This is an optimization exercise on Yosys and OpenROAD, whose aim is small area, a short achievable clock period and few clock cycles per item, not a production implementation.
In this exercise RTL edits were held to simulation tests only and were not proved equivalent to the original.
Power is estimated from default activity; no workload was simulated.

## config.mk

```make
export PLATFORM = sky130hd
export DESIGN_NAME = crc_engine
export DESIGN_NICKNAME = crc_engine
export VERILOG_FILES = /design/flow/design.v
export SDC_FILE = /design/flow/constraint.sdc
export NUM_CORES = 4
export LEC_CHECK = 0
export CAP_MARGIN = 20
export CORE_MARGIN = 2
export CORE_UTILIZATION = 40
export CTS_BUF_LIST = sky130_fd_sc_hd__clkbuf_4 sky130_fd_sc_hd__clkbuf_8
export SETUP_SLACK_MARGIN = 2.45
export SLEW_MARGIN = 20
export SYNTH_HIERARCHICAL = 1
export SYNTH_MEMORY_MAX_BITS = 16384
```

## constraint.sdc

```tcl
create_clock -name core_clock -period 5.0 [get_ports {clk}]
set_input_delay 1.0000 -clock core_clock [delete_from_list [all_inputs] [get_ports {clk}]]
set_output_delay 1.0000 -clock core_clock [all_outputs]
set_load 0.01 [all_outputs]
```

## design.v

```verilog
module crc32c_word (
    input  wire [31:0] x,
    output wire [31:0] z
);
    wire n32;
    wire n33;
    wire n34;
    wire n35;
    wire n36;
    wire n37;
    wire n38;
    wire n39;
    wire n40;
    wire n41;
    wire n42;
    wire n43;
    wire n44;
    wire n45;
    wire n46;
    wire n47;
    wire n48;
    wire n49;
    wire n50;
    wire n51;
    wire n52;
    wire n53;
    wire n54;
    wire n55;
    wire n56;
    wire n57;
    wire n58;
    wire n59;
    wire n60;
    wire n61;
    wire n62;
    wire n63;
    wire n64;
    wire n65;
    wire n66;
    wire n67;
    wire n68;
    wire n69;
    wire n70;
    wire n71;
    wire n72;
    wire n73;
    wire n74;
    wire n75;
    wire n76;
    wire n77;
    wire n78;
    wire n79;
    wire n80;
    wire n81;
    wire n82;
    wire n83;
    wire n84;
    wire n85;
    wire n86;
    wire n87;
    wire n88;
    wire n89;
    wire n90;
    wire n91;
    wire n92;
    wire n93;
    wire n94;
    wire n95;
    wire n96;
    wire n97;
    wire n98;
    wire n99;
    wire n100;
    wire n101;
    wire n102;
    wire n103;
    wire n104;
    wire n105;
    wire n106;
    wire n107;
    wire n108;
    wire n109;
    wire n110;
    wire n111;
    wire n112;
    wire n113;
    wire n114;
    wire n116;
    wire n117;
    wire n118;
    wire n120;
    wire n121;
    wire n122;
    wire n123;
    wire n125;
    wire n126;
    wire n127;
    wire n129;
    wire n130;
    wire n131;
    wire n133;
    wire n134;
    wire n135;
    wire n137;
    wire n138;
    wire n139;
    wire n141;
    wire n142;
    wire n143;
    wire n144;
    wire n146;
    wire n147;
    wire n148;
    wire n150;
    wire n151;
    wire n152;
    wire n153;
    wire n155;
    wire n156;
    wire n157;
    wire n159;
    wire n160;
    wire n161;
    wire n163;
    wire n164;
    wire n165;
    wire n167;
    wire n168;
    wire n169;
    wire n170;
    wire n172;
    wire n173;
    wire n174;
    wire n175;
    wire n177;
    wire n178;
    wire n180;
    wire n181;
    wire n182;
    wire n183;
    wire n185;
    wire n186;
    wire n187;
    wire n188;
    wire n190;
    wire n191;
    wire n192;
    wire n193;
    wire n195;
    wire n196;
    wire n197;
    wire n199;
    wire n200;
    wire n201;
    wire n203;
    wire n204;
    wire n206;
    wire n207;
    wire n209;
    wire n210;
    wire n211;
    wire n212;
    wire n214;
    wire n215;
    wire n217;
    wire n218;
    wire n219;
    wire n221;
    wire n222;
    wire n224;
    wire n225;
    wire n226;
    wire n228;
    wire n229;
    wire n231;
    wire n232;
    wire n233;
    wire n234;
    wire n235;
    wire n237;
    wire n238;
    wire n239;
    wire n240;
    wire n242;
    wire n243;
    wire n244;
    xr g32 (.a(x[0]), .b(x[23]), .z(n32));
    xr g33 (.a(x[6]), .b(x[15]), .z(n33));
    xr g34 (.a(x[1]), .b(x[20]), .z(n34));
    xr g35 (.a(x[2]), .b(x[25]), .z(n35));
    xr g36 (.a(x[10]), .b(x[26]), .z(n36));
    xr g37 (.a(x[4]), .b(x[13]), .z(n37));
    xr g38 (.a(x[21]), .b(x[22]), .z(n38));
    xr g39 (.a(x[8]), .b(x[17]), .z(n39));
    xr g40 (.a(x[7]), .b(x[16]), .z(n40));
    xr g41 (.a(x[5]), .b(x[14]), .z(n41));
    xr g42 (.a(x[9]), .b(x[27]), .z(n42));
    xr g43 (.a(x[30]), .b(x[31]), .z(n43));
    xr g44 (.a(x[3]), .b(x[28]), .z(n44));
    xr g45 (.a(x[19]), .b(n32), .z(n45));
    xr g46 (.a(x[11]), .b(x[29]), .z(n46));
    xr g47 (.a(x[12]), .b(x[18]), .z(n47));
    xr g48 (.a(x[24]), .b(n33), .z(n48));
    xr g49 (.a(n34), .b(n38), .z(n49));
    xr g50 (.a(x[29]), .b(n36), .z(n50));
    xr g51 (.a(n35), .b(n39), .z(n51));
    xr g52 (.a(x[3]), .b(n41), .z(n52));
    xr g53 (.a(x[26]), .b(n37), .z(n53));
    xr g54 (.a(x[5]), .b(x[12]), .z(n54));
    xr g55 (.a(x[10]), .b(x[11]), .z(n55));
    xr g56 (.a(n35), .b(n47), .z(n56));
    xr g57 (.a(x[6]), .b(n46), .z(n57));
    xr g58 (.a(n40), .b(n43), .z(n58));
    xr g59 (.a(x[23]), .b(n42), .z(n59));
    xr g60 (.a(n39), .b(n42), .z(n60));
    xr g61 (.a(x[8]), .b(n45), .z(n61));
    xr g62 (.a(x[1]), .b(n48), .z(n62));
    xr g63 (.a(x[24]), .b(x[30]), .z(n63));
    xr g64 (.a(x[22]), .b(x[25]), .z(n64));
    xr g65 (.a(x[27]), .b(x[31]), .z(n65));
    xr g66 (.a(x[17]), .b(x[31]), .z(n66));
    xr g67 (.a(x[28]), .b(n43), .z(n67));
    xr g68 (.a(x[16]), .b(n33), .z(n68));
    xr g69 (.a(x[7]), .b(n47), .z(n69));
    xr g70 (.a(n34), .b(n44), .z(n70));
    xr g71 (.a(x[24]), .b(n37), .z(n71));
    xr g72 (.a(n40), .b(n44), .z(n72));
    xr g73 (.a(x[9]), .b(n41), .z(n73));
    xr g74 (.a(x[9]), .b(n38), .z(n74));
    xr g75 (.a(x[21]), .b(n50), .z(n75));
    xr g76 (.a(n36), .b(n52), .z(n76));
    xr g77 (.a(x[18]), .b(n49), .z(n77));
    xr g78 (.a(x[4]), .b(n45), .z(n78));
    xr g79 (.a(n51), .b(n68), .z(n79));
    xr g80 (.a(x[0]), .b(x[19]), .z(n80));
    xr g81 (.a(x[14]), .b(x[18]), .z(n81));
    xr g82 (.a(x[4]), .b(n35), .z(n82));
    xr g83 (.a(n32), .b(n55), .z(n83));
    xr g84 (.a(x[28]), .b(n40), .z(n84));
    xr g85 (.a(n37), .b(n66), .z(n85));
    xr g86 (.a(x[2]), .b(n55), .z(n86));
    xr g87 (.a(x[23]), .b(n65), .z(n87));
    xr g88 (.a(x[13]), .b(n44), .z(n88));
    xr g89 (.a(x[25]), .b(n63), .z(n89));
    xr g90 (.a(n36), .b(n46), .z(n90));
    xr g91 (.a(x[20]), .b(n38), .z(n91));
    xr g92 (.a(x[22]), .b(n33), .z(n92));
    xr g93 (.a(n34), .b(n56), .z(n93));
    xr g94 (.a(x[30]), .b(n57), .z(n94));
    xr g95 (.a(x[2]), .b(n48), .z(n95));
    xr g96 (.a(x[12]), .b(n58), .z(n96));
    xr g97 (.a(n56), .b(n74), .z(n97));
    xr g98 (.a(n41), .b(n60), .z(n98));
    xr g99 (.a(n54), .b(n72), .z(n99));
    xr g100 (.a(x[19]), .b(n69), .z(n100));
    xr g101 (.a(x[11]), .b(n59), .z(n101));
    xr g102 (.a(x[29]), .b(n73), .z(n102));
    xr g103 (.a(n43), .b(n70), .z(n103));
    xr g104 (.a(n45), .b(n49), .z(n104));
    xr g105 (.a(x[14]), .b(n71), .z(n105));
    xr g106 (.a(n53), .b(n79), .z(n106));
    xr g107 (.a(n50), .b(n61), .z(n107));
    xr g108 (.a(n76), .b(n77), .z(n108));
    xr g109 (.a(n61), .b(n62), .z(n109));
    xr g110 (.a(x[26]), .b(n34), .z(n110));
    xr g111 (.a(n41), .b(n82), .z(n111));
    xr g112 (.a(n84), .b(n48), .z(n112));
    xr g113 (.a(n110), .b(n101), .z(n113));
    xr g114 (.a(n111), .b(n112), .z(n114));
    xr g115 (.a(n113), .b(n114), .z(z[0]));
    xr g116 (.a(x[27]), .b(n48), .z(n116));
    xr g117 (.a(n51), .b(n75), .z(n117));
    xr g118 (.a(n99), .b(n116), .z(n118));
    xr g119 (.a(n117), .b(n118), .z(z[1]));
    xr g120 (.a(x[18]), .b(n64), .z(n120));
    xr g121 (.a(n72), .b(n53), .z(n121));
    xr g122 (.a(n60), .b(n120), .z(n122));
    xr g123 (.a(n94), .b(n121), .z(n123));
    xr g124 (.a(n122), .b(n123), .z(z[2]));
    xr g125 (.a(n67), .b(n69), .z(n125));
    xr g126 (.a(n50), .b(n78), .z(n126));
    xr g127 (.a(n98), .b(n125), .z(n127));
    xr g128 (.a(n126), .b(n127), .z(z[3]));
    xr g129 (.a(n81), .b(n35), .z(n129));
    xr g130 (.a(n37), .b(n58), .z(n130));
    xr g131 (.a(n129), .b(n130), .z(n131));
    xr g132 (.a(n107), .b(n131), .z(z[4]));
    xr g133 (.a(x[6]), .b(n44), .z(n133));
    xr g134 (.a(n51), .b(n58), .z(n134));
    xr g135 (.a(n133), .b(n78), .z(n135));
    xr g136 (.a(n134), .b(n135), .z(z[5]));
    xr g137 (.a(n81), .b(n44), .z(n137));
    xr g138 (.a(n46), .b(n87), .z(n138));
    xr g139 (.a(n137), .b(n79), .z(n139));
    xr g140 (.a(n138), .b(n139), .z(z[6]));
    xr g141 (.a(x[17]), .b(x[27]), .z(n141));
    xr g142 (.a(n141), .b(n45), .z(n142));
    xr g143 (.a(n52), .b(n93), .z(n143));
    xr g144 (.a(n94), .b(n142), .z(n144));
    xr g145 (.a(n143), .b(n144), .z(z[7]));
    xr g146 (.a(x[21]), .b(n53), .z(n146));
    xr g147 (.a(n95), .b(n100), .z(n147));
    xr g148 (.a(n103), .b(n146), .z(n148));
    xr g149 (.a(n147), .b(n148), .z(z[8]));
    xr g150 (.a(x[26]), .b(x[31]), .z(n150));
    xr g151 (.a(n46), .b(n150), .z(n151));
    xr g152 (.a(n74), .b(n88), .z(n152));
    xr g153 (.a(n151), .b(n152), .z(n153));
    xr g154 (.a(n109), .b(n153), .z(z[9]));
    xr g155 (.a(x[28]), .b(x[30]), .z(n155));
    xr g156 (.a(n54), .b(n155), .z(n156));
    xr g157 (.a(n90), .b(n92), .z(n157));
    xr g158 (.a(n156), .b(n157), .z(z[10]));
    xr g159 (.a(x[13]), .b(x[27]), .z(n159));
    xr g160 (.a(n32), .b(n159), .z(n160));
    xr g161 (.a(n57), .b(n160), .z(n161));
    xr g162 (.a(n96), .b(n161), .z(z[11]));
    xr g163 (.a(x[20]), .b(n43), .z(n163));
    xr g164 (.a(n54), .b(n163), .z(n164));
    xr g165 (.a(n101), .b(n164), .z(n165));
    xr g166 (.a(n106), .b(n165), .z(z[12]));
    xr g167 (.a(x[3]), .b(x[15]), .z(n167));
    xr g168 (.a(x[21]), .b(n167), .z(n168));
    xr g169 (.a(n83), .b(n85), .z(n169));
    xr g170 (.a(n168), .b(n93), .z(n170));
    xr g171 (.a(n169), .b(n170), .z(z[13]));
    xr g172 (.a(x[25]), .b(n33), .z(n172));
    xr g173 (.a(n88), .b(n91), .z(n173));
    xr g174 (.a(n59), .b(n172), .z(n174));
    xr g175 (.a(n100), .b(n173), .z(n175));
    xr g176 (.a(n174), .b(n175), .z(z[14]));
    xr g177 (.a(n84), .b(n91), .z(n177));
    xr g178 (.a(n105), .b(n177), .z(n178));
    xr g179 (.a(n107), .b(n178), .z(z[15]));
    xr g180 (.a(x[15]), .b(n32), .z(n180));
    xr g181 (.a(n46), .b(n89), .z(n181));
    xr g182 (.a(n49), .b(n180), .z(n182));
    xr g183 (.a(n98), .b(n181), .z(n183));
    xr g184 (.a(n182), .b(n183), .z(z[16]));
    xr g185 (.a(x[16]), .b(x[23]), .z(n185));
    xr g186 (.a(n36), .b(n185), .z(n186));
    xr g187 (.a(n67), .b(n186), .z(n187));
    xr g188 (.a(n97), .b(n62), .z(n188));
    xr g189 (.a(n187), .b(n188), .z(z[17]));
    xr g190 (.a(x[10]), .b(n80), .z(n190));
    xr g191 (.a(n70), .b(n85), .z(n191));
    xr g192 (.a(n92), .b(n190), .z(n192));
    xr g193 (.a(n102), .b(n191), .z(n193));
    xr g194 (.a(n192), .b(n193), .z(z[18]));
    xr g195 (.a(x[18]), .b(x[28]), .z(n195));
    xr g196 (.a(n42), .b(n195), .z(n196));
    xr g197 (.a(n89), .b(n196), .z(n197));
    xr g198 (.a(n75), .b(n197), .z(z[19]));
    xr g199 (.a(x[19]), .b(x[27]), .z(n199));
    xr g200 (.a(n64), .b(n199), .z(n200));
    xr g201 (.a(n67), .b(n90), .z(n201));
    xr g202 (.a(n200), .b(n201), .z(z[20]));
    xr g203 (.a(n82), .b(n96), .z(n203));
    xr g204 (.a(n102), .b(n62), .z(n204));
    xr g205 (.a(n203), .b(n204), .z(z[21]));
    xr g206 (.a(n83), .b(n60), .z(n206));
    xr g207 (.a(n103), .b(n105), .z(n207));
    xr g208 (.a(n206), .b(n207), .z(z[22]));
    xr g209 (.a(x[6]), .b(x[20]), .z(n209));
    xr g210 (.a(n40), .b(n47), .z(n210));
    xr g211 (.a(n209), .b(n87), .z(n211));
    xr g212 (.a(n210), .b(n75), .z(n212));
    xr g213 (.a(n211), .b(n212), .z(z[23]));
    xr g214 (.a(x[30]), .b(n73), .z(n214));
    xr g215 (.a(n104), .b(n214), .z(n215));
    xr g216 (.a(n106), .b(n215), .z(z[24]));
    xr g217 (.a(n66), .b(n40), .z(n217));
    xr g218 (.a(n59), .b(n217), .z(n218));
    xr g219 (.a(n95), .b(n218), .z(n219));
    xr g220 (.a(n108), .b(n219), .z(z[25]));
    xr g221 (.a(x[9]), .b(n80), .z(n221));
    xr g222 (.a(n39), .b(n221), .z(n222));
    xr g223 (.a(n222), .b(n108), .z(z[26]));
    xr g224 (.a(n33), .b(n42), .z(n224));
    xr g225 (.a(n86), .b(n224), .z(n225));
    xr g226 (.a(n77), .b(n78), .z(n226));
    xr g227 (.a(n225), .b(n226), .z(z[27]));
    xr g228 (.a(x[24]), .b(n86), .z(n228));
    xr g229 (.a(n99), .b(n104), .z(n229));
    xr g230 (.a(n228), .b(n229), .z(z[28]));
    xr g231 (.a(x[3]), .b(x[12]), .z(n231));
    xr g232 (.a(x[23]), .b(n231), .z(n232));
    xr g233 (.a(n71), .b(n49), .z(n233));
    xr g234 (.a(n51), .b(n57), .z(n234));
    xr g235 (.a(n232), .b(n233), .z(n235));
    xr g236 (.a(n234), .b(n235), .z(z[29]));
    xr g237 (.a(x[7]), .b(n32), .z(n237));
    xr g238 (.a(n63), .b(n52), .z(n238));
    xr g239 (.a(n53), .b(n237), .z(n239));
    xr g240 (.a(n97), .b(n238), .z(n240));
    xr g241 (.a(n239), .b(n240), .z(z[30]));
    xr g242 (.a(n64), .b(n65), .z(n242));
    xr g243 (.a(n37), .b(n242), .z(n243));
    xr g244 (.a(n76), .b(n243), .z(n244));
    xr g245 (.a(n109), .b(n244), .z(z[31]));
endmodule
module crc32c_zero_byte (
    input  wire [31:0] x,
    output wire [29:0] z
);
    wire n32;
    wire n33;
    wire n34;
    wire n35;
    wire n36;
    wire n37;
    wire n39;
    wire n40;
    wire n41;
    wire n42;
    wire n43;
    wire n44;
    wire n45;
    wire n46;
    wire n47;
    wire n49;
    wire n50;
    wire n52;
    wire n55;
    wire n57;
    wire n59;
    wire n61;
    wire n64;
    wire n66;
    wire n68;
    wire n70;
    wire n72;
    wire n74;
    wire n76;
    wire n78;
    wire n80;
    wire n82;
    wire n84;
    wire n86;
    wire n88;
    wire n90;
    wire n91;
    wire n93;
    wire n94;
    wire n96;
    xr g32 (.a(x[1]), .b(x[6]), .z(n32));
    xr g33 (.a(x[2]), .b(x[4]), .z(n33));
    xr g34 (.a(x[3]), .b(x[5]), .z(n34));
    xr g35 (.a(x[0]), .b(x[7]), .z(n35));
    xr g36 (.a(x[7]), .b(n34), .z(n36));
    xr g37 (.a(n32), .b(n33), .z(n37));
    xr g38 (.a(x[2]), .b(n32), .z(z[24]));
    xr g39 (.a(x[0]), .b(x[1]), .z(n39));
    xr g40 (.a(x[3]), .b(n35), .z(n40));
    xr g41 (.a(x[5]), .b(n33), .z(n41));
    xr g42 (.a(x[4]), .b(x[7]), .z(n42));
    xr g43 (.a(x[1]), .b(x[4]), .z(n43));
    xr g44 (.a(n32), .b(n34), .z(n44));
    xr g45 (.a(x[6]), .b(n33), .z(n45));
    xr g46 (.a(n33), .b(n39), .z(n46));
    xr g47 (.a(x[7]), .b(z[24]), .z(n47));
    xr g48 (.a(x[2]), .b(n40), .z(z[25]));
    xr g49 (.a(n34), .b(n37), .z(n49));
    xr g50 (.a(x[3]), .b(x[8]), .z(n50));
    xr g51 (.a(n50), .b(n46), .z(z[0]));
    xr g52 (.a(x[9]), .b(n34), .z(n52));
    xr g53 (.a(n46), .b(n52), .z(z[1]));
    xr g54 (.a(x[10]), .b(n49), .z(z[2]));
    xr g55 (.a(x[11]), .b(n36), .z(n55));
    xr g56 (.a(n45), .b(n55), .z(z[3]));
    xr g57 (.a(x[5]), .b(x[12]), .z(n57));
    xr g58 (.a(n57), .b(n47), .z(z[4]));
    xr g59 (.a(x[13]), .b(n32), .z(n59));
    xr g60 (.a(n42), .b(n59), .z(z[5]));
    xr g61 (.a(x[14]), .b(n43), .z(n61));
    xr g62 (.a(n36), .b(n61), .z(z[6]));
    xr g63 (.a(x[15]), .b(n44), .z(z[7]));
    xr g64 (.a(x[16]), .b(n35), .z(n64));
    xr g65 (.a(n45), .b(n64), .z(z[8]));
    xr g66 (.a(x[17]), .b(n35), .z(n66));
    xr g67 (.a(n41), .b(n66), .z(z[9]));
    xr g68 (.a(x[18]), .b(x[6]), .z(n68));
    xr g69 (.a(n68), .b(n41), .z(z[10]));
    xr g70 (.a(x[19]), .b(x[6]), .z(n70));
    xr g71 (.a(n70), .b(n36), .z(z[11]));
    xr g72 (.a(x[3]), .b(x[20]), .z(n72));
    xr g73 (.a(n72), .b(n47), .z(z[12]));
    xr g74 (.a(x[1]), .b(x[21]), .z(n74));
    xr g75 (.a(x[7]), .b(n74), .z(z[13]));
    xr g76 (.a(x[3]), .b(x[22]), .z(n76));
    xr g77 (.a(n43), .b(n76), .z(z[14]));
    xr g78 (.a(x[0]), .b(x[23]), .z(n78));
    xr g79 (.a(n78), .b(n41), .z(z[15]));
    xr g80 (.a(x[0]), .b(x[24]), .z(n80));
    xr g81 (.a(n80), .b(n44), .z(z[16]));
    xr g82 (.a(x[25]), .b(n35), .z(n82));
    xr g83 (.a(n37), .b(n82), .z(z[17]));
    xr g84 (.a(x[26]), .b(x[5]), .z(n84));
    xr g85 (.a(n42), .b(n84), .z(z[18]));
    xr g86 (.a(x[0]), .b(x[27]), .z(n86));
    xr g87 (.a(n86), .b(n49), .z(z[19]));
    xr g88 (.a(x[28]), .b(n37), .z(n88));
    xr g89 (.a(n36), .b(n88), .z(z[20]));
    xr g90 (.a(x[5]), .b(x[29]), .z(n90));
    xr g91 (.a(n32), .b(n35), .z(n91));
    xr g92 (.a(n90), .b(n91), .z(z[21]));
    xr g93 (.a(x[4]), .b(x[6]), .z(n93));
    xr g94 (.a(x[30]), .b(n93), .z(n94));
    xr g95 (.a(n40), .b(n94), .z(z[22]));
    xr g96 (.a(x[2]), .b(x[31]), .z(n96));
    xr g97 (.a(n96), .b(n36), .z(z[23]));
    xr g98 (.a(x[0]), .b(x[4]), .z(z[26]));
    xr g99 (.a(x[5]), .b(n39), .z(z[27]));
    xr g100 (.a(x[0]), .b(z[24]), .z(z[28]));
    xr g101 (.a(x[1]), .b(z[25]), .z(z[29]));
endmodule
module crc16_byte (
    input  wire [15:0] x,
    output wire [14:0] z
);
    wire n27;
    xr g16 (.a(x[11]), .b(x[15]), .z(z[3]));
    xr g17 (.a(x[9]), .b(x[13]), .z(z[1]));
    xr g18 (.a(x[8]), .b(x[12]), .z(z[0]));
    xr g19 (.a(x[10]), .b(x[14]), .z(z[2]));
    xr g20 (.a(x[13]), .b(z[0]), .z(z[4]));
    xr g21 (.a(x[14]), .b(z[1]), .z(z[5]));
    xr g22 (.a(x[15]), .b(z[2]), .z(z[6]));
    xr g23 (.a(x[0]), .b(z[3]), .z(z[7]));
    xr g24 (.a(x[1]), .b(x[12]), .z(z[8]));
    xr g25 (.a(x[2]), .b(x[13]), .z(z[9]));
    xr g26 (.a(x[3]), .b(x[14]), .z(z[10]));
    xr g27 (.a(x[4]), .b(x[15]), .z(n27));
    xr g28 (.a(z[0]), .b(n27), .z(z[11]));
    xr g29 (.a(x[5]), .b(z[1]), .z(z[12]));
    xr g30 (.a(x[6]), .b(z[2]), .z(z[13]));
    xr g31 (.a(x[7]), .b(z[3]), .z(z[14]));
endmodule
module xr (
    input  wire a,
    input  wire b,
    output wire z
);
    assign z = a ^ b;
endmodule
module ybit (
    input  wire t,
    input  wire s,
    input  wire q,
    input  wire o,
    output wire z
);
    assign z = ((t & s) | q) ^ o;
endmodule
module crc_engine (
    input  wire        clk,
    input  wire        rst,
    input  wire        cmd_valid,
    output wire        cmd_ready,
    input  wire [7:0]  cmd_op,
    input  wire [31:0] cmd_acc,
    input  wire [15:0] cmd_len,
    input  wire        data_valid,
    output wire        data_ready,
    input  wire [31:0] data,
    output wire        rsp_valid,
    input  wire        rsp_ready,
    output wire [3:0]  rsp_status,
    output wire [31:0] rsp_value
);
    reg         idle;      
    reg         busy;      
    reg         dr;        
    reg         rv;        
    reg         inv;       
    reg         is16;      
    reg         fin;       
    reg         nodata;    
    reg         first;     
    reg         pend;      
    reg         ones;      
    reg  [13:0] cnt;       
    reg  [1:0]  kl;        
    reg         lastw;     
    reg  [1:0]  j;         
    reg  [31:0] y;
    wire rsp_take = rv & rsp_ready;
    assign cmd_ready  = idle | rsp_take;
    assign data_ready = dr;
    assign rsp_valid  = rv;
    assign rsp_status = {4{inv}};
    assign rsp_value  = y;
    wire take_cmd = cmd_ready & cmd_valid;
    wire op_a = (cmd_op == 8'h40);
    wire op_f = (cmd_op == 8'h41);
    wire op_c = (cmd_op == 8'h42);
    wire op_h = (cmd_op == 8'h48);
    wire op_g = (cmd_op == 8'h49);
    wire len0 = (cmd_len == 16'd0);
    wire op_data = op_a | op_c | op_h | op_g;
    wire [31:0] r32, rz;
    wire [15:0] r16;
    wire [31:0] u_w_z;
    crc32c_word u_w (.x(y[31:0]), .z(u_w_z));
    assign r32 = {u_w_z[31], u_w_z[30], u_w_z[29], u_w_z[28], u_w_z[27], u_w_z[26], u_w_z[25], u_w_z[24], u_w_z[23], u_w_z[22], u_w_z[21], u_w_z[20], u_w_z[19], u_w_z[18], u_w_z[17], u_w_z[16], u_w_z[15], u_w_z[14], u_w_z[13], u_w_z[12], u_w_z[11], u_w_z[10], u_w_z[9], u_w_z[8], u_w_z[7], u_w_z[6], u_w_z[5], u_w_z[4], u_w_z[3], u_w_z[2], u_w_z[1], u_w_z[0]};
    wire [29:0] u_z_z;
    crc32c_zero_byte u_z (.x(y[31:0]), .z(u_z_z));
    assign rz = {u_z_z[29], u_z_z[28], u_z_z[27], u_z_z[26], y[3], y[2], u_z_z[25], u_z_z[24], u_z_z[23], u_z_z[22], u_z_z[21], u_z_z[20], u_z_z[19], u_z_z[18], u_z_z[17], u_z_z[16], u_z_z[15], u_z_z[14], u_z_z[13], u_z_z[12], u_z_z[11], u_z_z[10], u_z_z[9], u_z_z[8], u_z_z[7], u_z_z[6], u_z_z[5], u_z_z[4], u_z_z[3], u_z_z[2], u_z_z[1], u_z_z[0]};
    wire [14:0] u_h_z;
    crc16_byte u_h (.x(y[15:0]), .z(u_h_z));
    assign r16 = {u_h_z[14], u_h_z[13], u_h_z[12], u_h_z[11], u_h_z[10], u_h_z[9], u_h_z[8], u_h_z[7], u_h_z[6], u_h_z[5], u_h_z[4], y[12], u_h_z[3], u_h_z[2], u_h_z[1], u_h_z[0]};
    wire fin_phase = pend & ~busy;                      
    wire zmode     = fin_phase & ~is16 & (kl != 2'd0);
    wire last_red  = fin_phase & (is16 | (kl == 2'd0) | (cnt[1:0] == 2'd1));
    wire fixup     = first & nodata;                    
    wire respond   = last_red | fixup;
    wire s32 = pend & ~is16 & ~zmode;
    wire s16 = pend & is16;
    wire sz  = zmode;
    wire [1:0] km = {~is16 & ~inv & ~(fin & ones), ~inv & ~ones};
    wire [1:0] xm = {fin & ones, ones};
    wire sy_h = ~pend & ~idle & ~rsp_take & (~first | km[1]);
    wire sy_l = ~pend & ~idle & ~rsp_take & (~first | km[0]);
    wire s1_h = first & xm[1];
    wire s1_l = first & xm[0];
    wire fc   = fin & respond;                          
    wire dv   = busy & data_valid;                      
    wire hs   = dr & data_valid;                        
    wire [1:0] jl = (lastw & (kl != 2'd0)) ? kl - 2'd1 : 2'd3;
    wire d32  = dv & ~is16;
    wire d16  = dv & is16;
    wire [3:0] g32 = {d32 & (~lastw | (kl == 2'd0)),
                      d32 & (~lastw | (kl == 2'd0) | (kl == 2'd3)),
                      d32 & (~lastw | (kl != 2'd1)),
                      d32};
    wire [3:0] g16 = {d16 & (j == 2'd3), d16 & (j == 2'd2),
                      d16 & (j == 2'd1), d16 & (j == 2'd0)};
    wire [7:0] b16 = ({8{g16[0]}} & data[7:0])   | ({8{g16[1]}} & data[15:8]) |
                     ({8{g16[2]}} & data[23:16]) | ({8{g16[3]}} & data[31:24]);
    wire [31:0] dw = {{8{g32[3]}} & data[31:24], {8{g32[2]}} & data[23:16],
                      ({8{g32[1]}} & data[15:8]) | b16, {8{g32[0]}} & data[7:0]};
    wire [31:0] o  = ({32{cmd_ready}} & cmd_acc) | dw | {32{fc}};
    wire [31:0] q = ({32{sz}} & rz) | {16'h0000, {16{s16}} & r16} |
                    {{16{sy_h}} & y[31:16], {16{sy_l}} & y[15:0]} |
                    {{16{s1_h}}, {16{s1_l}}};
    wire [31:0] yn;
    genvar gi;
    generate
        for (gi = 0; gi < 32; gi = gi + 1) begin : g_y
            ybit u (.t(r32[gi]), .s(s32), .q(q[gi]), .o(o[gi]), .z(yn[gi]));
        end
    endgenerate
    always @(posedge clk)
        y <= yn;
    wire lastw_next = (kl == 2'd0) ? (cnt == 14'd2) : (cnt == 14'd1);
    wire [1:0] jl_next = (lastw_next & (kl != 2'd0)) ? kl - 2'd1 : 2'd3;
    wire wdone = ~is16 | (j == jl);                     
    always @(posedge clk) begin
        if (take_cmd) begin
            inv    <= ~(op_data | op_f);
            is16   <= op_h | op_g;
            fin    <= op_c | op_f;
            nodata <= ~op_data | len0;
            ones   <= op_c | op_g;
            kl     <= cmd_len[1:0];
            cnt    <= cmd_len[15:2];
            lastw  <= (cmd_len[1:0] == 2'd0) ? (cmd_len[15:2] == 14'd1)
                                             : (cmd_len[15:2] == 14'd0);
        end else if (hs & lastw) begin
            cnt    <= {12'd0, kl};
        end else if (hs | zmode) begin
            cnt    <= cnt - 14'd1;
            lastw  <= lastw_next;
        end
    end
    always @(posedge clk) begin
        if (rst) begin
            idle  <= 1'b1;
            busy  <= 1'b0;
            dr    <= 1'b0;
            rv    <= 1'b0;
            pend  <= 1'b0;
            first <= 1'b0;
            j     <= 2'd0;
        end else begin
            if (take_cmd) begin
                idle  <= 1'b0;
                first <= 1'b1;
                j     <= 2'd0;
                if (op_data & ~len0) begin
                    busy <= 1'b1;
                    dr   <= ~(op_h | op_g) | (cmd_len == 16'd1);
                end
            end
            if (busy)
                pend <= data_valid;
            else if (respond)
                pend <= 1'b0;
            if (dv) begin
                first <= 1'b0;
                j     <= wdone ? 2'd0 : j + 2'd1;
                if (wdone & lastw) begin
                    busy <= 1'b0;
                    dr   <= 1'b0;
                end else if (is16)
                    dr <= wdone ? (jl_next == 2'd0) : (j + 2'd1 == jl);
            end
            if (fixup)
                first <= 1'b0;
            if (respond)
                rv <= 1'b1;
            if (rsp_take) begin
                rv   <= 1'b0;
                idle <= ~cmd_valid;
            end
        end
    end
endmodule
```

## flow/run.sh

```bash
#!/bin/bash
# The standard layout, with plain buffers on the ports: buffer_ports picks a
# clock delay cell by default, which is larger and slower than buf_1.
set -euo pipefail
bash standard.sh synth > synth.log 2>&1
export BUFFER_PORTS_ARGS="-buffer_cell sky130_fd_sc_hd__buf_1"
bash standard.sh > layout.log 2>&1
```

## standard.sh

```bash
#!/bin/bash
# synth_recipe.tcl (not shown) runs the flow's synth.tcl, then flattens the netlist and writes it again
# the make line also repeats each setting of config.mk as NAME=value (left out here)
make -C /OpenROAD-flow-scripts/flow DESIGN_CONFIG=/design/flow/config.mk WORK_HOME=/design/flow/orfs CLKGATE_MAP_FILE= SYNTH_SCRIPT=/design/flow/synth_recipe.tcl "${@:-finish}"
```

==> run notes, run 1 <==
The detailed-routing iteration count for the pre-antenna-repair pass was 5; the transition time at the pin with the least slew margin was 0.892 ns. In this run the worst path has a maximum fanout of 11. In the final layout, the multi-input gates occupy 5700 µm². Detailed placement finished with a half-perimeter wire length of 17.6 mm.

The width of the die was 134 µm. The run finished with no timing, DRC or antenna violations. The share of layout cells above drive strength 1 was 17.7%; the number of buffers added on ports was 131.

The synthesized design contains 22 enable-type register cells. The switching power of the nets was 3.34 mW; the number of max-slew violations in the final report was 0. The cell row count came out at 47.

Summing every instance area after synthesis gives 6810 µm². STA classifies the critical path startpoint as a flop. Setup violations remaining at the end of the flow were counted as 0. The finished layout holds 1117 standard cells, fillers aside. The congestion estimate from routability-driven global placement came to 0.983. Clock latency on the worst-skew pair, taken at its later pin, is 0.36 ns. The run gives 0.00718 ns as the worst clock skew.

For this design, the CTS-stage hold fixing added 0 buffers. The worst supply voltage drop on vdd is 0.000527 V. Root buffer selected by CTS: sky130_fd_sc_hd__clkbuf_8.

The run gives 0 as the number of max-cap violations. For the power after layout, the log shows 5.67 mW. Yosys attributes the largest share of cell area to sky130_fd_sc_hd__xor2_1, sky130_fd_sc_hd__dfxtp_1, sky130_fd_sc_hd__edfxtp_1, sky130_fd_sc_hd__a221o_1, sky130_fd_sc_hd__xnor2_1.

The run gives 55 as the number of different library cells in the post-synthesis netlist. The H-tree was split into 3 levels. The category of the worst setup path capture point is a flop. Deepest clock path buffer count: 2. The final layout contains routed wiring with a total length of 24.3 mm.

Net switching is 58.9% of the power. The post-synthesis average cell area was 8.96 µm²; the number of hold violations in the final report was 0. The first-iteration detailed-routing DRC count was 546. The clock network accounts for 7.9% of the total power. The floorplan step defined a die boundary enclosing 18100 µm².

TritonCTS created 9 clock buffers. The run gives 3.22 nW as the leakage power. Global routing used 26.1% of the available tracks. The CTS clock-pin slew for the worst setup and hold paths is 0.08 ns, and the worst max-slew margin expressed relative to the limit is 40.1%. The number of global-route vias before repair came out at 5970. The clock period could shrink to 2.57 ns. The run gives 34 as the largest net degree at the start of global routing. The logs give 0 for the total congestion overflow and 0 for the remaining routing DRC violations. The tools report the starting utilization of the core area as 41.1%. Among all flip-flop cells after synthesis, the most frequent one is sky130_fd_sc_hd__dfxtp_1. For the total of warnings raised by yosys, the log shows 7. TritonCTS built the clock tree.

The logs give 132 for the boundary pin count and 16600 µm² for the area inside the core boundary. The post-synthesis register bit count works out to 62. For this run, the register share of the synthesized area comes to 21.5%. The internal portion of the total power is 2.33 mW.

The share of the clock period used by the worst path was 51.4%. After detailed routing, the average wire length per cell comes to 21.7 µm. After synthesis, the largest area contributor takes up 39.0% of total cell area.

The clock net in this run drives a total of 62 sinks. The layout overhead on the synthesized area was 23.3%; the data arrival at the endpoint of the critical path was 2.83 ns. The class of the tightest hold or removal check is reg -> reg. The first global-routing pass estimated 35.4 mm of wire. Fill cells in the final layout number 1625.

On the worst path, the slowest cell contributes a delay of 0.62 ns. The most repeated library cell on the critical path was sky130_fd_sc_hd__xor2_1. Derived from the worst setup path, the maximum achievable clock frequency is 0.389 GHz. Share of power burned in registers: 16.1%. The run gives 5.26 ns as the required time of the worst setup path. The cell count after synthesis came out at 760. The total negative setup slack came out at 0 ns. Setup repair after global routing could not meet its margin everywhere. Combinational logic burns 76.0% of the power. The most common cell in the synthesized netlist is sky130_fd_sc_hd__xor2_1. The detailed router placed 6257 vias in this run. The number of antenna diodes in the final layout is 0.

Once placement completed, the tool counted placed cells totaling 1085. The commonest cells after synthesis are sky130_fd_sc_hd__xor2_1, sky130_fd_sc_hd__nand2_1, sky130_fd_sc_hd__xnor2_1. Power spread over the standard cell area amounts to 675 nW/µm². The library cell with the largest summed area after synthesis was sky130_fd_sc_hd__xor2_1. Registers take 1510 µm². For the antenna violation net count after detailed routing, the log shows 0. The count of nets after finishing was 995. The class of the most critical setup path was reg -> reg.

The number of antenna violations at the first check in global routing was 0. The critical path's slowest cell is sky130_fd_sc_hd__dfxtp_2. Walking the worst path, the cells encountered are xor2_4 -> xor2_2 -> xor2_1 -> xor2_1 -> xor2_1 -> a21oi_2 -> xnor2_1. The share of synthesized flip-flops with an asynchronous set or reset is 0%.

The cell family contributing the most delay on the critical path is XOR/XNOR gates. Average vias per placed instance: 5.60. Buffers plus inverters on the worst setup path: 0. Synthesis produced a netlist with a net count of 863.

The chip height was 134 µm.
[worst paths after layout]
kind,startpoint,endpoint,slack [ns],cells past startpoint
max reg2reg,y[5],y[25],2.43,7
min,busy,busy,0.50,2
max,y[5],y[25],2.43,7
min reg2reg,busy,busy,0.50,2
[power by group through the flow]
| stage | Sequential, mW | Clock, mW | Combinational, mW |
|---|---|---|---|
| after floorplan | 0.806 | 0 | 2.78 |
| after global placement | 0.854 | 0 | 3.87 |
| after detailed placement | 0.856 | 0 | 3.83 |
| after CTS | 0.880 | 0.454 | 3.98 |
| after global routing | 0.921 | 0.476 | 4.54 |
| final | 0.914 | 0.449 | 4.30 |
[modules after synthesis, one instance, submodules excluded, a selection]
| module | cell area (µm²) | cells | flops+latches |
|---|---|---|---|
| crc_engine | 3620 | 396 | 62 |
| ybit | 17.5 | 2 | 0 |
| xr | 8.76 | 1 | 0 |
[metal layers]
| metal | GRT usage (%) | share of wire (%) |
|---|---|---|
| met1 | 35.8 | 43 |
| met5 | 0 | 0 |
| met4 | 10.9 | 3.1 |
| met2 | 40.8 | 46 |
| met3 | 4.32 | 7.9 |
[placed cells by master (no fill, tap or decap), types with 3 or more instances in the layout]
| cell type | count |
|---|---|
| sky130_fd_sc_hd__nor2_1 | 22 |
| sky130_fd_sc_hd__nor3_4 | 3 |
| sky130_fd_sc_hd__and3_1 | 6 |
| sky130_fd_sc_hd__xnor2_1 | 43 |
| sky130_fd_sc_hd__a221o_1 | 40 |
| sky130_fd_sc_hd__nor3_1 | 8 |
| sky130_fd_sc_hd__xor2_2 | 28 |
| sky130_fd_sc_hd__a22oi_1 | 16 |
| sky130_fd_sc_hd__a221oi_1 | 16 |
| sky130_fd_sc_hd__dfxtp_2 | 20 |
| sky130_fd_sc_hd__and2_1 | 3 |
| sky130_fd_sc_hd__edfxtp_1 | 22 |
| sky130_fd_sc_hd__a21oi_1 | 22 |
| sky130_fd_sc_hd__xor2_4 | 15 |
| sky130_fd_sc_hd__nand2b_1 | 3 |
| sky130_fd_sc_hd__dfxtp_4 | 6 |
| sky130_fd_sc_hd__ha_1 | 9 |
| sky130_fd_sc_hd__inv_1 | 10 |
| sky130_fd_sc_hd__buf_1 | 129 |
| sky130_fd_sc_hd__clkbuf_8 | 9 |
| sky130_fd_sc_hd__nand3_1 | 16 |
| sky130_fd_sc_hd__nand2_1 | 56 |
| sky130_fd_sc_hd__clkinvlp_4 | 3 |
| sky130_fd_sc_hd__buf_4 | 21 |
| sky130_fd_sc_hd__a21oi_2 | 32 |
| sky130_fd_sc_hd__o21ai_1 | 12 |
| sky130_fd_sc_hd__xor2_1 | 260 |
| sky130_fd_sc_hd__dfxtp_1 | 14 |
[sequential cells by signal (all words and copies together), names as in the netlist, 2 cells and up]
signal,count
cnt,14
kl,2
j,2
y,32
[cell families after synthesis]
family	synth area share, %
XOR/XNOR	44.5
multiplexers	0.312
adder cells (fa/ha/maj)	1.84
buffers and inverters	2.92
AND/OR/NAND/NOR	9.69
flip-flops	21.5
AO/OA/AOI/OAI	19.3
[worst reg2reg max path, stage by stage (launching register included)]
cell                      delay (ns)
sky130_fd_sc_hd__dfxtp_2        0.62
sky130_fd_sc_hd__xor2_4         0.34
sky130_fd_sc_hd__xor2_2         0.38
sky130_fd_sc_hd__xor2_1         0.32
sky130_fd_sc_hd__xor2_1         0.28
sky130_fd_sc_hd__xor2_1         0.29
sky130_fd_sc_hd__a21oi_2        0.10
sky130_fd_sc_hd__xnor2_1        0.14
[per-stage QoR]
stage / worst slack (ns) / instance area (µm²) / utilization, % / hold slack [ns]
2_1_floorplan: 2.45 / 6840 / - / 0.442
3_3_place_gp: 1.67 / 7500 / 45.2 / 0.476
3_5_place_dp: 1.58 / 7500 / 45.2 / 0.482
4_1_cts: 2.37 / 8020 / 48.3 / 0.493
5_1_grt: 2.39 / 8390 / 50.6 / 0.514
6_report: 2.43 / 8390 / 50.6 / 0.495
[cell type report]
class | instances | area share, %
clock buffer | 9 | 1.48
clock inverter | 7 | 0.775
inverter | 13 | 0.701
multi-input combinational | 653 | 67.9
sequential | 62 | 18.0
tap | 220 | 3.28
timing repair buffer | 152 | 7.84
timing repair inverter | 1 | 0.0745
[timing repair]
item                       CTS  global route
buffers inserted             3            12
gates resized for setup     61            39
setup endpoints to repair   59            32
gates cloned                 1             0
pin swaps                    1             4
Testbench counts, summed over its fixed seeds: cycles 106,086, bytes 379,321.
==> inputs of run 2 (changes only) <==
--- a/config.mk
+++ b/config.mk
@@ -5,11 +5,11 @@
 export SDC_FILE = /design/flow/constraint.sdc
 export NUM_CORES = 4
 export LEC_CHECK = 0
-export CAP_MARGIN = 20
+export CAP_MARGIN = 10
 export CORE_MARGIN = 2
 export CORE_UTILIZATION = 40
 export CTS_BUF_LIST = sky130_fd_sc_hd__clkbuf_4 sky130_fd_sc_hd__clkbuf_8
 export SETUP_SLACK_MARGIN = 2.45
-export SLEW_MARGIN = 20
+export SLEW_MARGIN = 10
 export SYNTH_HIERARCHICAL = 1
 export SYNTH_MEMORY_MAX_BITS = 16384
==> run 2 against run 1 <==
Compared with the run above:
- maximum frequency is 0.51% higher
- routed wire length down 0.33%
- largest power group unchanged
- synthesized area is the same
- critical path type unchanged
- still clean on timing, DRC and antenna
- clock-buffer cell count is the same
- flip-flop and latch count did not move
==> run notes, run 2 <==
Root buffer selected by CTS: sky130_fd_sc_hd__clkbuf_8. The share of the clock period used by the worst path is 51.1%. For this block, the initial DRC count from the detailed router was 525. When the netlist entered floorplanning its net count stood at 863. Combinational logic is responsible for 76.0% of the overall power. The chip height works out to 134 µm. The area growth from synthesis to layout is 23.3%.

The floorplan step defined a core boundary enclosing 16600 µm². After layout, the design draws a total of 5.68 mW. Transition time at the pin with the least slew margin: 0.855 ns.

For this configuration, the core starts out at a cell density of 41.1%. The number of buffers added on ports came out at 131. Placement-stage worst setup slack: 1.58 ns. In this run, CTS created clock tree buffers numbering 9. Leaving out fill and tap cells, the most frequent cell in the layout is sky130_fd_sc_hd__xor2_1. Based on the critical path, the design can be clocked at up to 0.391 GHz. In the final design database the tool counted 995 nets. The tools report the number of max-slew violations in the final report as 0.

Final period demand of the worst path: 2.56 ns. The first global-routing pass estimated 35.4 mm of wire. The number of synthesized flops with an enable pin was 22; the post-synthesis sequential area ratio was 21.5%.

In the layout the commonest cells are sky130_fd_sc_hd__xor2_1, sky130_fd_sc_hd__buf_1, sky130_fd_sc_hd__nand2_1. The min-delay analysis places its worst path in the category reg -> reg. For the leakage power, the log shows 3.22 nW. Yosys printed 7 warnings. Share of synthesized flip-flops with an asynchronous set or reset: 0%. After detailed routing, the number of remaining DRC violations is 0.

The synthesized instance count is 760. Global routing used 26.1% of the available tracks across all layers. For this run, the detailed router's first-pass iteration total came to 5. The count of cells in the finished layout, fillers not included, comes to 1117.

Cell area power density: 676 nW/µm². The register ranked first by flip-flop count is y. The number of max-cap violations came out at 0. The most used flip-flop cell after synthesis is sky130_fd_sc_hd__dfxtp_1.

The routed wirelength normalized by instance count was 21.7 µm; the total congestion overflow was 0. The antenna violation net count after detailed routing was 0. The number of antenna violations at the first check in global routing is 0, and the number of cells traversed by the worst hold path is 2. The flow ran to the end and the layout has no timing, DRC or antenna violations. Among the stages of the critical path, the cell type that occurs most often is sky130_fd_sc_hd__xor2_1. The tools report the detailed placement HPWL as 17.6 mm. Switching power of the nets: 3.35 mW. The tools report the number of hold violations in the final report as 0.

By area the synthesized netlist is led by sky130_fd_sc_hd__xor2_1, sky130_fd_sc_hd__dfxtp_1, sky130_fd_sc_hd__edfxtp_1, sky130_fd_sc_hd__a221o_1, sky130_fd_sc_hd__xnor2_1. The post-synthesis instance area was 6810 µm²; the number of cells after detailed placement was 1085. In this run the tightest slew margin relative to its limit is 42.6%. Synthesis instantiated 55 different standard cells from the library.

STA classifies the critical path endpoint as a flop. Routability-driven placement finished with a final weighted congestion of 0.983. The power share of the clock group was 7.9%. Detailed routing inserted a total of 6246 vias.

For the cell row count, the log shows 47. The worst supply voltage drop on vdd is 0.000511 V. The number of cells traversed by the worst register-to-register path was 7.

After detailed routing, the number of vias per cell comes to 5.59. For this design the top-level I/O count stands at 132. Wires add up to 24.2 mm. The deepest clock path buffer count was 2; the cell-internal power was 2.33 mW. Width of the die: 134 µm.

The run gives 3 as the depth of the CTS H-tree. The worst setup path is launched from a flop. TritonCTS built the clock tree. Setup total negative slack on the finished layout was measured at 0 ns.

Setup repair after global routing could not meet its margin everywhere. The library cell with the largest summed area after synthesis is sky130_fd_sc_hd__xor2_1. In the post-route analysis, the smallest setup slack over all paths is 2.44 ns. 0 antenna diodes ended up in the layout.

The setup path with the least slack is of type reg -> reg. The register with the most flip-flops in the layout has 32 of them. Data on the critical path is required at its endpoint by 5.25 ns. Fill cells in the final layout number 1623. The fraction of power spent switching nets is 58.9%. Setup violations remaining at the end of the flow were counted as 0. By instance count, the leading cell after synthesis is sky130_fd_sc_hd__xor2_1.

The share of layout cells above drive strength 1 is 17.7%. The number of global-route vias before repair is 5970. The portion of synthesized cell area occupied by the leading cell type came out at 39.0%.

After synthesis, the most frequently instantiated cells are sky130_fd_sc_hd__xor2_1, sky130_fd_sc_hd__nand2_1, sky130_fd_sc_hd__xnor2_1. Counting every sink on the clock net gives 62. The post-synthesis register bit count was 62; the die area was 18100 µm². Clock skew on the completed layout was measured at 0.00824 ns. Entering global routing, the biggest net connects 34 pins. Clock-pin slew was measured on the worst setup and hold paths at 0.08 ns. The later pin in the worst-skew pair is clocked with a latency of 0.36 ns. The peak fanout along the critical path is 13. The maximum single-stage delay on the critical path works out to 0.56 ns. For this design, the slowest cell found on the critical path is sky130_fd_sc_hd__dfxtp_4. A synthesized cell averages 8.96 µm². In the final layout, the registers with the most flip-flops are y x32, cnt x14. The signal on the critical path passes through xor2_2 -> xor2_1 -> xor2_1 -> xor2_1 -> xor2_1 -> a21oi_2 -> xnor2_1.

At the worst endpoint, the arrival time is 2.81 ns. The share of power burned in registers is 16.1%.
[run 2: cell counts after synthesis]
No cell type changed its count.
[run 2: through the flow]
stage | hold WS, ns | util [%] | cell area (µm²)
finish | 0.499 | 50.6 | 8400
global route | 0.514 | 50.6 | 8400
CTS | 0.493 | 48.3 | 8020
detailed placement | 0.482 | 45.2 | 7500
global placement | 0.476 | 45.2 | 7500
floorplan | 0.442 | - | 6840
[run 2: final timing paths]
| check | start | slack (ns) | end |
|---|---|---|---|
| min reg2reg | busy | 0.50 | busy |
| min | busy | 0.50 | busy |
| max | y[3] | 2.44 | y[1] |
| max reg2reg | y[3] | 2.44 | y[1] |
[run 2: repair_timing]
item	4_1_cts	5_1_grt
hold buffers	0	0
resized for setup	61	41
pin swaps	1	3
setup buffers	3	12
endpoints found under the setup margin	59	33
gates cloned	1	0
[run 2: worst max-delay path, delay by kind of cell, from the launching register on]
| family | cells | cell delay, ns |
|---|---|---|
| flops | 1 | 0.56 |
| xor+xnor | 6 | 1.76 |
| compound gates | 1 | 0.11 |
[run 2: kinds of logic (layout without fill, tap and decap cells)]
logic type                 after synthesis  count (layout)  share of synthesized area (%)
and+or+nand+nor                        133             133                           9.69
buffers and inverters                   45             182                           2.92
adders and majority gates               10              10                           1.84
DFF                                     62              62                           21.5
xor gates and xnor gates               346             346                           44.5
AOI/OAI and AO/OA                      162             162                           19.3
muxes                                    2               2                          0.312
[run 2: power groups by stage]
stage | combinational (mW) | clock (mW) | sequential, mW
3_3_place_gp | 3.87 | 0 | 0.854
3_5_place_dp | 3.83 | 0 | 0.856
4_1_cts | 3.98 | 0.454 | 0.880
5_1_grt | 4.53 | 0.477 | 0.922
6_report | 4.31 | 0.449 | 0.914
2_1_floorplan | 2.78 | 0 | 0.806
[run 2: cell type report]
type                       count  area [µm²]  share of cell area (%)
multi-input combinational    653        5700                    67.9
sequential                    62        1510                    18.0
timing repair buffer         152         658                    7.84
tap                          220         275                    3.28
clock buffer                   9         124                    1.48
clock inverter                 7        65.1                   0.775
inverter                      13        58.8                   0.700
timing repair inverter         1        6.26                  0.0745
[run 2: metal layers]
metal / vias to the layer above / track usage [%] / part of all wire (%) / wire length, µm
met5: - / 0 / 0 / 0
met4: 0 / 10.9 / 3.2 / 770
met3: 44 / 4.32 / 8.1 / 1960
met2: 291 / 40.8 / 46 / 11200
met1: 3021 / 35.8 / 43 / 10300
li1: 2890 / - / - / -
[run 2: modules after synthesis, one instance, submodules excluded, a selection]
module / cells / flops+latches / cell area, µm² / times used
crc_engine: 396 / 62 / 3620 / 1
ybit: 2 / 0 / 17.5 / 32
xr: 1 / 0 / 8.76 / 300
==> inputs of run 3 (changes only) <==
==> config.mk (replaced) <==
export PLATFORM = sky130hd
export DESIGN_NAME = crc_engine
export DESIGN_NICKNAME = crc_engine
export VERILOG_FILES = /design/flow/design.v
export SDC_FILE = /design/flow/constraint.sdc
export NUM_CORES = 4
export LEC_CHECK = 0
export CAP_MARGIN = 20
export CORE_MARGIN = 2
export CORE_UTILIZATION = 40
export CTS_BUF_LIST = sky130_fd_sc_hd__clkbuf_4 sky130_fd_sc_hd__clkbuf_8
export SETUP_SLACK_MARGIN = 2.35
export SLEW_MARGIN = 20
export SYNTH_HIERARCHICAL = 1
export SYNTH_MEMORY_MAX_BITS = 16384
==> run 3 against run 2 <==
Compared with the run above:
- still clean on timing, DRC and antenna
- clock skew rose by 0.0083 ns
- worst setup slack got worse by 0.081 ns
- die area did not move
- core utilization fell by 0.94 points
- first-iteration DRC count fell by 12%
- synthesized cell count did not move
- clock-buffer cell count rose by 3
- global-route usage fell by 0.23 points
- critical endpoint is now y[12]
- highest routed layer unchanged
==> run notes, run 3 <==
The run finished with no timing, DRC or antenna violations. In this run the static leakage power is 3.19 nW. The CTS clock-pin slew for the worst setup and hold paths was 0.07 ns; the cell area power density was 680 nW/µm². For the count of hold-fix buffers inserted at cts, the log shows 0. Counting flops with a built-in enable in the synthesized netlist gives 22.

The detailed router finished its first iteration with 464 violations. The critical path is of the reg -> reg type. Entering global routing, the biggest net connects 34 pins.

The floorplan has 47 rows. The antenna violation net count after detailed routing came out at 0. The layout overhead on the synthesized area is 21.0%, and the peak fanout along the critical path is 11. The power share of the clock group is 9.3%. The number of flip-flops under the largest register name is 32, and the vias after detailed routing is 6233. The library cell used most frequently in the layout, excluding fill and tap cells, is sky130_fd_sc_hd__xor2_1. The most used flip-flop cell after synthesis is sky130_fd_sc_hd__dfxtp_1. Of all cell types, the one taking the most synthesized area is sky130_fd_sc_hd__xor2_1. The worst hold path begins at busy. By count the netlist is led by sky130_fd_sc_hd__xor2_1, sky130_fd_sc_hd__nand2_1, sky130_fd_sc_hd__xnor2_1.

The portion of synthesized cell area occupied by the leading cell type was 39.0%; the final period demand of the worst path was 2.64 ns. The first global-routing pass estimated 35.5 mm of wire. Across all register-to-register paths, the minimum setup slack is 2.36 ns. Switching power of the nets: 3.23 mW.

The total congestion overflow is 0. The worst setup path is launched from a flop. After synthesis, the netlist uses 55 different library cells. Setup violations remaining at the end of the flow were counted as 0. The most instantiated library cell after synthesis was sky130_fd_sc_hd__xor2_1. The final standard cell count with taps included and fillers excluded is 1109, and the share of the clock period used by the worst path is 52.8%. After synthesis the cells add up to 6810 µm².

The number of antenna diodes in the final layout is 0. In this run the critical register-to-register path is launched from y[2]. The required time of the worst setup path was 5.24 ns; the chip height was 134 µm. Worst supply voltage drop on vdd: 0.000481 V. The final layout contains 987 nets.

The H-tree was split into 3 levels. Routability-driven placement finished with a final weighted congestion of 0.943. The boundary pin count was 132. The tools report the number of hold violations in the final report as 0. For this block, the routed nets add up to 23.9 mm of wire. The remaining routing DRC violations came out at 0. The tightest min-delay check is of the reg -> reg type. The post-synthesis average cell area was 8.96 µm²; the worst hold slack was 0.506 ns. Capture instance of the worst register-to-register path: y[12]. Before antenna repair, the detailed router went through 5 iterations. Number of cells traversed by the worst hold path: 2. TritonCTS built the clock tree. The share of total power dissipated in sequential elements is 15.2%. Clock latency on the worst-skew pair, taken at its later pin, is 0.35 ns. The deepest clock path buffer count was 2.

The number of antenna violations at the first check in global routing is 0, and the transition time at the pin with the least slew margin is 0.871 ns. Using the TritonRoute via totals, the vias-per-cell ratio works out to 5.62. Routed wirelength normalized by instance count: 21.6 µm. The library cells used most frequently in the layout, excluding fill and tap cells, are sky130_fd_sc_hd__xor2_1, sky130_fd_sc_hd__buf_1, sky130_fd_sc_hd__nand2_1. The number of CTS-inserted buffers came out at 9. Global routing used 25.9% of the available tracks. Counting the fill cells in the layout gives 1606.

The post-synthesis register bit count was 62. The worst hold path terminates at busy. The tree is rooted in a sky130_fd_sc_hd__clkbuf_8. In the post-synthesis netlist, the biggest area contributors are sky130_fd_sc_hd__xor2_1, sky130_fd_sc_hd__dfxtp_1, sky130_fd_sc_hd__edfxtp_1, sky130_fd_sc_hd__a221o_1, sky130_fd_sc_hd__xnor2_1. In the final timing run, aggregate negative setup slack is 0 ns. Power comes to 5.60 mW. For the number of max-cap violations, the log shows 0. Sequential elements use 21.5% of the synthesized area.

The run gives 2.88 ns as the data arrival at the endpoint of the critical path. The clock sink count was 62; the fraction of power spent switching nets was 57.7%. The run gives 18100 µm² as the die area. In the final layout, flip-flops and latches occupy 1490 µm². The worst clock skew was 0.0165 ns. In the final layout, the share of cells above drive strength 1 is 15.7%.

In this run, placement finished with an instance count of 1089. The detailed placement HPWL is 17.9 mm. The register ranked first by flip-flop count was y. The worst setup path is captured at a flop. The initial utilization of the core area, before any placement, comes to 41.1%. Synthesis handed over a netlist of 760 instances. The logs give 6006 for the number of global-route vias before repair and 75.5% for the relative contribution of combinational cells to total power. Counting flops with an async set or reset pin after synthesis yields a share of 0%. The area inside the core boundary was 16600 µm².

The run gives 41.5% as the worst max-slew margin expressed relative to the limit. Input and output buffers added on the ports amount to 131. The tools report the highest attainable clock frequency as 0.379 GHz. The largest registers in the layout are y x32, cnt x14.

The worst register-to-register path has a depth of 8. The number of nets handed over by synthesis was 863. Setup repair after global routing could not meet its margin everywhere.

The logs give 5590 µm² for the multi-input gate area in the final layout and 0 for the number of max-slew violations in the final report. Measured along the x axis, the die boundary spans 134 µm. The total of warnings raised by yosys is 7.

The cell-internal power was 2.37 mW.
[run 3: cell count changes in the layout (fill, tap and decap cells not counted), moves of 4 or more]
| cell | delta |
|---|---|
| sky130_fd_sc_hd__buf_4 | -9 |
| sky130_fd_sc_hd__xor2_1 | +8 |
| sky130_fd_sc_hd__dfxtp_4 | -7 |
| sky130_fd_sc_hd__dfxtp_2 | +4 |
| sky130_fd_sc_hd__xor2_2 | -4 |
| sky130_fd_sc_hd__xor2_4 | -4 |
[run 3: worst max path at each step]
stage,from,end
after global routing,y[6],y[8]
after floorplan,y[6],y[31]
after detailed placement,rsp_ready,cnt[3]
after CTS,y[5],y[25]
after global placement,rsp_ready,cnt[3]
final,y[2],y[12]
[run 3: Yosys stat by module, one instance, submodules excluded, excerpt]
module | times used | cell area (µm²)
crc_engine | 1 | 3620
ybit | 32 | 17.5
xr | 300 | 8.76
[run 3: metal layers]
metal  share of wire, %  vias up  routed length [µm]  global-route usage [%]
met5                  0        -                   0                       0
met4                2.8        0                 673                    9.77
met3                6.4       38                1540                    3.53
met2                 47      291               11300                    41.5
met1                 44     3034               10400                    35.4
li1                   -     2870                   -                       -
[run 3: what timing repair did]
| action | CTS | global route |
|---|---|---|
| pin swaps | 1 | 1 |
| resized for setup | 49 | 30 |
| setup endpoints to repair | 43 | 22 |
| gates cloned | 1 | 0 |
| setup buffers | 1 | 1 |
[run 3: power groups by stage]
stage / Combinational (mW) / Clock, mW / Sequential, mW
after floorplan: 2.78 / 0 / 0.805
after global placement: 3.91 / 0 / 0.816
after detailed placement: 3.87 / 0 / 0.817
after CTS: 4.01 / 0.526 / 0.826
after global routing: 4.44 / 0.551 / 0.858
final: 4.23 / 0.519 / 0.851
[run 3: area by class of cell]
type / instances / share of cell area (%)
Tap cell: 220 / 3.34
Clock inverter: 4 / 0.850
Clock buffer: 12 / 1.93
Timing Repair inverter: 1 / 0.0759
Sequential cell: 62 / 18.1
Timing Repair Buffer: 144 / 7.21
Multi-Input combinational cell: 653 / 67.8
Inverter: 13 / 0.714
[run 3: critical path, stage by stage, from the launching register on]
cell and delay (ns):
sky130_fd_sc_hd__dfxtp_1 0.31, sky130_fd_sc_hd__buf_4 0.28, sky130_fd_sc_hd__xor2_2 0.37, sky130_fd_sc_hd__xor2_2 0.33, sky130_fd_sc_hd__xor2_1 0.28, sky130_fd_sc_hd__xor2_1 0.39
sky130_fd_sc_hd__xor2_1 0.32, sky130_fd_sc_hd__a21oi_2 0.10, sky130_fd_sc_hd__xnor2_1 0.14
[run 3: metrics by stage]
step                setup slack [ns]  instance area [µm²]  utilization (%)
finish                          2.36                 8240             49.7
global route                    2.34                 8240             49.7
CTS                             2.33                 8050             48.5
detailed placement              1.57                 7530             45.4
floorplan                       2.37                 6830                -
global placement                1.65                 7530             45.4
[run 3: logic make-up after synthesis]
family	Yosys count	share of synthesized area, %
AO/OA/AOI/OAI	162	19.3
XOR/XNOR	346	44.5
adder cells (fa/ha/maj)	10	1.84
buffers and inverters	45	2.92
flip-flops	62	21.5
multiplexers	2	0.312
AND/OR/NAND/NOR	133	9.69
==> inputs of run 4 (changes only) <==
--- a/config.mk
+++ b/config.mk
@@ -9,7 +9,7 @@
 export CORE_MARGIN = 2
 export CORE_UTILIZATION = 40
 export CTS_BUF_LIST = sky130_fd_sc_hd__clkbuf_4 sky130_fd_sc_hd__clkbuf_8
-export SETUP_SLACK_MARGIN = 2.35
+export SETUP_SLACK_MARGIN = 2.55
 export SLEW_MARGIN = 20
 export SYNTH_HIERARCHICAL = 1
 export SYNTH_MEMORY_MAX_BITS = 16384
==> run 4 against run 3 <==
Compared with the run above:
- cell area rose by 6.4%
- worst setup slack improved by 0.14 ns
- via count rose by 3.0%
- hold slack got worse by 0.014 ns
- sequential power rose by 5.4%
- critical path type unchanged
- core utilization rose by 3.2 points
- routed wire length rose by 3.4%
- clock skew fell by 0.0039 ns
- highest routed layer unchanged
- clock power fell by 7.3%
- still clean on timing, DRC and antenna
==> run notes, run 4 <==
After global routing the overflow that remains totals 0. The detailed placement HPWL is 17.7 mm. Counting flops with a built-in enable in the synthesized netlist gives 22.

In the finished design, the share of the clock period the worst path needs comes to 49.9%. For this block, the routed nets add up to 24.7 mm of wire. The average vias per placed instance works out to 5.67. The area share of fa/ha/maj cells after synthesis came out at 1.84%. The tools report the detailed-routing iteration count for the pre-antenna-repair pass as 5.

The most instantiated library cell after synthesis is sky130_fd_sc_hd__xor2_1. The latest clock arrival within the worst-skew pair was 0.34 ns. The finished layout holds 1133 standard cells, fillers aside.

Summed over all cells, the static leakage comes to 3.37 nW. For the first-pass GRT wire length, the log shows 35.7 mm. The H-tree was split into 3 levels. The tools report the vias after detailed routing as 6421. The area growth from synthesis to layout is 28.8%. Leaving out fill and tap cells, the most frequent cells in the layout are sky130_fd_sc_hd__xor2_1, sky130_fd_sc_hd__buf_1, sky130_fd_sc_hd__nand2_1. Setup violations remaining at the end of the flow were counted as 0. In this design, the largest share of critical-path delay is due to XOR/XNOR gates. The total negative setup slack was 0 ns.

The run gives 37.0% as the worst max-slew margin expressed relative to the limit. Measured along the y axis, the die boundary spans 134 µm. Peak fanout along the critical path: 11.

The run finished with no timing, DRC or antenna violations. The routed length on met3 is 2.07 mm, and the share of the core filled with cells in the final layout is 52.9%. On the worst path, the slowest cell contributes a delay of 0.34 ns. Setup repair after global routing could not meet its margin everywhere. By area, the combinational part of the netlist is dominated by XOR/XNOR gates. The synthesized netlist devotes 19.3% of its cell area to compound gates. The post-synthesis register bit count came out at 62. The tools report the area inside the core boundary as 16600 µm². After synthesis, the share of flip-flops with an asynchronous set or reset is 0%. Across the VDD grid, the largest voltage drop is 0.000475 V.

The remaining routing DRC violations is 0, and the share of layout cells above drive strength 1 is 20.5%. 0 antenna diodes ended up in the layout. The tools report the antenna violation net count after detailed routing as 0. The aggregate global-route resource usage was 26.0%; the register-to-register path setup slack was 2.51 ns.

The area of all placed cells without fillers was 8770 µm²; the worst clock skew was 0.0126 ns. The detailed router finished its first iteration with 455 violations. The share of synthesized area in the top cell type comes to 39.0%. Sequential cells were found to cover 21.5% of the synthesized design area.

Clock tree synthesis selected as its root buffer the cell sky130_fd_sc_hd__clkbuf_8. TritonCTS built the clock tree. The number of buffers added on ports came out at 131.

Hold repair after CTS inserted 0 buffers. At the worst endpoint, the arrival time is 2.73 ns. The synthesized instance count came out at 760. Category of the worst setup path capture point: a flop. The cell area power density is 691 nW/µm².

Derived from the worst setup path, the maximum achievable clock frequency is 0.401 GHz. Walking the worst path, the cells encountered are buf_4 -> xor2_4 -> xor2_2 -> xor2_2 -> xor2_1 -> xor2_2 -> a21oi_2 -> xnor2_1. After clock tree synthesis, the clock-pin slew on the worst setup and hold paths is 0.07 ns.

The buffers plus inverters on the worst setup path is 1. Leaving out fill and tap cells, the most frequent cell in the layout is sky130_fd_sc_hd__xor2_1. The final period demand of the worst path works out to 2.49 ns. The die is 134 µm wide. The largest registers in the layout are y x32, cnt x14. The post-synthesis instance area came out at 6810 µm².

The critical path is of the reg -> reg type. In the synthesized netlist the dominant register cell turns out to be sky130_fd_sc_hd__dfxtp_1. The clock passes through at most 2 buffers. After detailed routing, the wire length on met1 is 10.3 mm. The run gives 41.1% as the starting utilization of the core area.

The logs give 0 for the number of antenna violations at the first check in global routing and 1088 for the number of cells after detailed placement. The post-synthesis average cell area came out at 8.96 µm². Entering global routing, the biggest net connects 34 pins. Clock tree synthesis inserted a total of 9 buffers. Of the post-synthesis cell area, the part taken by muxes is 0.312%.

The total of warnings raised by yosys is 7, and the clock sink count is 62. At the end of the flow, the number of nets in the layout was 1011. The congestion estimate from routability-driven global placement came to 0.953. The register with the most flip-flops in the layout has 32 of them. The path class of the tightest hold or removal check is reg -> reg. The worst setup path is launched from a flop. The run gives 47 as the cell row count.

Synthesis produced a netlist with a net count of 863. The register ranked first by flip-flop count is y. In the detailed route, the total length drawn on met2 is 11.5 mm. The synthesized netlist devotes 9.69% of its cell area to simple gates. sky130_fd_sc_hd__xor2_1 takes more of the synthesized area than any other cell. The transition time at the pin with the least slew margin works out to 0.937 ns. In this design, the critical path's most frequently occurring cell is sky130_fd_sc_hd__xor2_2. Dividing the detail-routed wire length by the instance count gives 21.8 µm. The fraction of synthesized cell area in xor and xnor cells is 44.5%, and the boundary pin count is 132. The number of global-route vias before repair was 6088; the number of different library cells in the post-synthesis netlist was 55.

In the post-synthesis netlist, the biggest area contributors are sky130_fd_sc_hd__xor2_1, sky130_fd_sc_hd__dfxtp_1, sky130_fd_sc_hd__edfxtp_1, sky130_fd_sc_hd__a221o_1, sky130_fd_sc_hd__xnor2_1. The floorplan step defined a die boundary enclosing 18100 µm². Critical path's slowest cell: sky130_fd_sc_hd__xor2_4. The tools report the required time of the worst setup path as 5.24 ns. In this run the top signal layer used is met4. By count the netlist is led by sky130_fd_sc_hd__xor2_1, sky130_fd_sc_hd__nand2_1, sky130_fd_sc_hd__xnor2_1. Across the run, the number of max-cap violations was 0. The number of max-slew violations in the final report is 0, and the placed standard-cell area is 7530 µm².

The number of hold violations in the final report is 0.
## run 4: cell counts after synthesis
No cell type changed its count.
## run 4: worst reg2reg max path, stage by stage (launching register included)
cell and delay (ns):
sky130_fd_sc_hd__dfxtp_1 0.32, sky130_fd_sc_hd__buf_4 0.28, sky130_fd_sc_hd__xor2_4 0.36, sky130_fd_sc_hd__xor2_2 0.29, sky130_fd_sc_hd__xor2_2 0.30, sky130_fd_sc_hd__xor2_1 0.31, sky130_fd_sc_hd__xor2_2 0.30, sky130_fd_sc_hd__a21oi_2 0.11
sky130_fd_sc_hd__xnor2_1 0.13
## run 4: through the flow
stage               hold WS [ns]  power, mW  setup slack, ns
floorplan                  0.442       3.59             2.45
global placement           0.475       4.73             1.62
detailed placement         0.477       4.67             1.58
CTS                        0.488       5.40             2.45
global route               0.520       6.33             2.44
finish                     0.492       6.06             2.51
## run 4: logic make-up after synthesis
family,Yosys count
AO/OA/AOI/OAI,162
XOR/XNOR,346
adder cells (fa/ha/maj),10
buffers and inverters,45
flip-flops,62
multiplexers,2
AND/OR/NAND/NOR,133
## run 4: Yosys stat by module (local to each module, per instance), excerpt
module      cells  copies in the design
xr              1                   300
crc_engine    396                     1
ybit            2                    32
## run 4: what timing repair did
action                                  CTS  global route
endpoints found under the setup margin   68            34
cloned                                    1             0
pin swaps                                 7             1
buffers inserted                          6            22
resized for setup                        75            51
## run 4: final timing paths
check	start	end	cells past startpoint
min reg2reg	busy	busy	2
max	y[2]	y[17]	8
min	busy	busy	2
max reg2reg	y[2]	y[17]	8
## run 4: final cells by class
type	instances	area (µm²)
multi-input cells	653	5870
clock inverters	6	76.3
repair inverters	1	6.26
flip-flops and latches	62	1520
fillers	1531	7810
repair buffers	168	830
well taps	220	275
inverters	13	58.8
clock buffers	10	131
## run 4: report_power, final
group / switching (mW) / internal (mW) / total, mW
Sequential: 0.279 / 0.618 / 0.897
Combinational: 3.01 / 1.67 / 4.68
Clock: 0.200 / 0.281 / 0.481
Total: 3.49 / 2.57 / 6.06
## run 4: layer usage
layer | up-vias | global-route usage, %
met1 | 3140 | 35.4
met4 | 0 | 9.18
li1 | 2902 | -
met3 | 52 | 4.54
met5 | - | 0
met2 | 327 | 41.8

## static timing again, ports no longer ideal
In the flow no input, the clock included, has a driving cell. The finished layouts below were timed again as built, in two steps.
Step 1 sets driving cells, clkbuf_16 on the clock port and buf_2 on the other inputs (assumed; they add their load-dependent delay and slew).
Step 2 also shifts input and output timing later by t, the mid clock arrival at the registers, as if the neighbouring blocks saw the same clock.
Three values: no drivers, after step 1, after step 2; two values: the first two.
run | shift t [ns] | slack for setup (ns)
run 1 | 0.395 | 2.431 / 2.431 / 2.246
run 2 | 0.395 | 2.444 / 2.444 / 2.240
run 3 | 0.374 | 2.362 / 2.362 / 2.260
run 4 | 0.371 | 2.505 / 2.492 / 2.250
After both steps setup and hold are still met in every run listed.
